What follows belongs to an exercise in optimizing a design on an open flow for small area and few clock cycles; a production flow would make more cautious choices.
Only simulation tests tie the RTL to the original design; equivalence was not proved.
The flow treats the clock pin as an ideal source, which a real chip does not have.
Power is estimated from default activity; no workload was simulated.

run 1:
Design spi_flash_seq, start of the top module:
module spi_flash_seq (
    input  wire        clk,
    input  wire        rst,
    input  wire        req_valid,
    output wire        req_ready,
    input  wire [2:0]  req_op,
    input  wire [23:0] req_addr,
    input  wire [15:0] req_len,
    input  wire [15:0] req_rd_len,
    input  wire [7:0]  req_dummy,
    input  wire [15:0] req_page_size,
    output wire [15:0] pl_addr,
    input  wire [7:0]  pl_data,
    output wire        out_valid,
    output wire [7:0]  out_data,
    output wire        resp_valid,
    output wire [3:0]  resp_code,
    output wire        tx_valid,
    output wire [7:0]  tx_data,
    output wire        tx_last,
    input  wire        tx_ready,
    input  wire        wr_done,
    input  wire        wr_err,
    input  wire [31:0] wr_count,
    output wire        rx_req,
    output wire [15:0] rx_max,
    input  wire        rx_valid,
    input  wire [7:0]  rx_data,
    input  wire        rx_last,
    input  wire        rx_err
);
==> flow/config.mk <==
export PLATFORM = sky130hd
export DESIGN_NAME = spi_flash_seq
export DESIGN_NICKNAME = spi_flash_seq
export VERILOG_FILES = /design/flow/design.v
export SDC_FILE = /design/flow/constraint.sdc
export NUM_CORES = 4
export LEC_CHECK = 0
export CAP_MARGIN = 20
export CORE_MARGIN = 2
export CORE_UTILIZATION = 40
export SLEW_MARGIN = 20
==> flow/constraint.sdc <==
create_clock -name core_clock -period 10.0 [get_ports {clk}]
set_input_delay 2.0000 -clock core_clock [delete_from_list [all_inputs] [get_ports {clk}]]
set_output_delay 2.0000 -clock core_clock [all_outputs]
set_load 0.01 [all_outputs]
standard.sh (not shown) runs the stock make flow with config.mk's settings and CLKGATE_MAP_FILE= SYNTH_SCRIPT=/design/flow/synth_recipe.tcl, a recipe that flattens the netlist after the stock synthesis.
==> flow/flow/run.sh <==
#!/bin/bash
# Layout flow: the standard flow (standard.sh) with three changes.
#  1. Between synthesis and floorplan, the combinational gates of the
#     standard synthesis netlist are re-mapped by ABC with area-oriented
#     scripts (each flip-flop instance, its name and cell type are kept;
#     the smallest result is used).
#  2. Ports are buffered with sky130_fd_sc_hd__buf_1 instead of the default.
#  3. Clock tree synthesis without dummy loads, with clkbuf_8 buffers; if
#     the flip-flop clock-pin slew after CTS comes out over 115 ps, CTS is
#     run again with clkbuf_16 buffers.
# Each tool's output goes to a log_*.txt file in this folder.
set -euo pipefail
R=orfs/results/sky130hd/spi_flash_seq/base
LOGS=orfs/logs/sky130hd/spi_flash_seq/base
YOSYS=$(command -v yosys || echo $FLOW_HOME/../tools/install/yosys/bin/yosys)
OPENROAD=$(command -v openroad || echo $FLOW_HOME/../tools/install/OpenROAD/bin/openroad)

export BUFFER_PORTS_ARGS="-buffer_cell sky130_fd_sc_hd__buf_1"
CTS_BASE="-sink_clustering_enable -repair_clock_nets -dont_use_dummy_load"
export CTS_ARGS="$CTS_BASE -buf_list sky130_fd_sc_hd__clkbuf_8"

# 1. standard synthesis
bash standard.sh synth > log_1_standard_synth.txt 2>&1

# 2. area re-mapping of the combinational logic
cp $R/1_2_yosys.v $R/1_2_yosys_standard.v
export REMAP_LIB=$FLOW_HOME/platforms/sky130hd/lib/sky130_fd_sc_hd__tt_025C_1v80.lib
export REMAP_IN=$R/1_2_yosys_standard.v
export REMAP_DONT_USE="$(grep -o -- '-dont_use [A-Za-z0-9_]*' $LOGS/1_2_yosys.log | awk '{print $2}' | sort -u | tr '\n' ' ')"
best=""; best_area=""
for s in flow/abc_*.abc; do
  n=$(basename $s .abc)
  REMAP_SCRIPT=$PWD/$s REMAP_OUT=$PWD/remap_$n.v REMAP_STAT_IN=$PWD/remap_${n}_stat_in.txt \
    REMAP_STAT_OUT=$PWD/remap_${n}_stat_out.txt $YOSYS -c flow/remap.tcl > log_2_remap_$n.txt 2>&1 &
done
wait
for s in flow/abc_*.abc; do
  n=$(basename $s .abc)
  a=$(grep -m1 "Chip area for module '.spi_flash_seq'" remap_${n}_stat_out.txt 2>/dev/null | awk '{print $NF}') || true
  [[ -n "$a" && -s remap_$n.v ]] || continue
  if [[ -z "$best" ]] || awk -v a=$a -v b=$best_area 'BEGIN{exit !(a<b)}'; then best=$n; best_area=$a; fi
done
echo "remap: using $best ($best_area um2)" > log_2_remap_choice.txt
if [[ -n "$best" ]]; then cp remap_$best.v $R/1_2_yosys.v; fi
rm -f $R/1_synth.odb $R/1_synth.sdc

# 3. floorplan, placement and CTS
bash standard.sh cts > log_3_standard_cts.txt 2>&1
slew=$(CLKCHECK_ODB=$R/4_cts.odb CLKCHECK_SDC=$R/4_cts.sdc $OPENROAD -no_init -exit flow/clkcheck.tcl 2>&1 | tee log_3_clkcheck.txt | awk '/^CLKSLEW/ {print $2}')
echo "clock slew after CTS with clkbuf_8: $slew" > log_3_clkcheck_choice.txt
if [[ -z "$slew" ]] || awk -v s=$slew 'BEGIN{exit !(s>0.115)}'; then
  echo "redo CTS with clkbuf_16" >> log_3_clkcheck_choice.txt
  bash standard.sh clean_cts > log_3_clean_cts.txt 2>&1
  export CTS_ARGS="$CTS_BASE -buf_list sky130_fd_sc_hd__clkbuf_16"
  bash standard.sh cts > log_3_standard_cts2.txt 2>&1
fi

# 4. the rest of the standard flow
bash standard.sh finish > log_4_standard_finish.txt 2>&1
==> flow/flow/abc_deep.abc <==
strash
&get -n
&fraig -x
&put
scorr
dc2
dc2
dc2
strash
&get -n
&deepsyn -T 20
&put
strash
&get -n
&dch -f
&nf -a -R 1000
&put
strash
&get -n
&dch -f
&nf -a -R 1000
&put
==> flow/flow/abc_deep2.abc <==
strash
&get -n
&fraig -x
&put
scorr
dc2
dc2
dc2
strash
&get -n
&deepsyn -T 30
&put
strash
&get -n
&dch -f
&nf -a -R 1000
&put
strash
&get -n
&dch -f
&nf -a -R 1000
&put
strash
&get -n
&dch -f
&nf -a -R 1000
&put
==> flow/flow/abc_nf.abc <==
strash
&get -n
&fraig -x
&put
scorr
dc2
strash
&get -n
&dch -f
&nf -a -R 1000
&put
strash
&get -n
&dch -f
&nf -a -R 1000
&put
strash
&get -n
&dch -f
&nf -a -R 1000
&put
Other scripts of this flow, unchanged in this note and not shown: flow/flow/abc_amap.abc, flow/flow/clkcheck.tcl, flow/flow/remap.tcl
Testbench counts of run 1, summed over its fixed seeds: cycles 1,078,149.
> inputs changed (run 1 -> run 2)
Settings: CORE_UTILIZATION now 55, was 40.
==> flow/flow/abc_amap2.abc (new file) <==
strash
&get -n
&fraig -x
&put
scorr
dc2
dc2
dc2
strash
&get -n
&deepsyn -T 20 -S 0
&put
strash
dch -f
amap -F 3 -A 8
topo
strash
dch -f
amap -F 3 -A 8
topo
==> flow/flow/abc_amapm2.abc (new file) <==
strash
&get -n
&fraig -x
&put
scorr
dc2
dc2
dc2
strash
&get -n
&deepsyn -T 20 -S 0
&put
strash
dch -f
amap -m -F 3 -A 8
topo
strash
dch -f
amap -m -F 3 -A 8
topo
==> flow/flow/abc_deep40.abc (new file) <==
strash
&get -n
&fraig -x
&put
scorr
dc2
dc2
dc2
strash
&get -n
&deepsyn -T 40 -S 0
&put
strash
dch -f
amap -F 3 -A 8
topo
strash
dch -f
amap -F 3 -A 8
topo
removed: flow/flow/abc_deep.abc
removed: flow/flow/abc_deep2.abc
removed: flow/flow/abc_nf.abc
## What came out
- As far as sequential cell count of the final layout goes, run 2 and run 1 are indistinguishable; the numbers are identical.
- Of the two values seen for capturing instance or port of the critical path, tx_data[7] was produced by run 2 and tx_data[0] by run 1.
- Run 2 against run 1: y dimension of the die fell by 15%, highest achievable clock rate about even.
Edits applied to the flow inputs when going from run 2 to run 3:
Settings: changing CORE_UTILIZATION from 55 to 68; setting PLACE_DENSITY to 0.78 for the first time.
Run 3 completed end to end with timing, DRC and antenna clean. Relative to run 2, the maximum clock rate of run 3 is lower by 2.4%. Run 3 vs run 2 on worst setup slack: run 3 is the lower one. Relative to run 2, register fraction of the total cell area has gone up in run 3. Run 2 → run 3: wire length of the first global-routing pass rose by 0.54%, routed length per placed instance rose by about 2%. Measured against run 3, the sum of met2 wire segment lengths after detailed routing of run 2 comes out at 1.05 times the reference value. Sort run 2 and run 3 by core utilization asc -> top: run 2. Run 3 ended with less critical path depth than run 2. The run showing the greater share of power burned in registers is run 3.

==> separate check: timing with driven ports <==
No port has a modelled driver above. Below, the same layouts with a new extraction and two added sets of constraints. Step 1, drivers: a clkbuf_16 drives clk and a buf_2 each remaining input, both assumed. Step 2 moves the port delays by t, midway between the first and last clock arrival at a register: inputs arrive t later, outputs are due t later. That takes back most of the time a late clock gives input paths. a / b / c = no drivers / after step 1 / after step 2; a / b = the first two.
| run | t, ns | slack for setup (ns) | clock arrival spread, ns | cell pins on the clock port's net |
|---|---|---|---|---|
| run 1 | 0.406 | 0.781 / 0.729 / 1.135 | 0.028 / 0.028 | 1 |
| run 2 | 0.402 | 0.804 / 0.756 / 1.158 | 0.027 / 0.026 | 1 |
| run 3 | 0.423 | 0.576 / 0.538 / 0.849 | 0.038 / 0.037 | 1 |
After both steps every run listed still meets setup and hold.
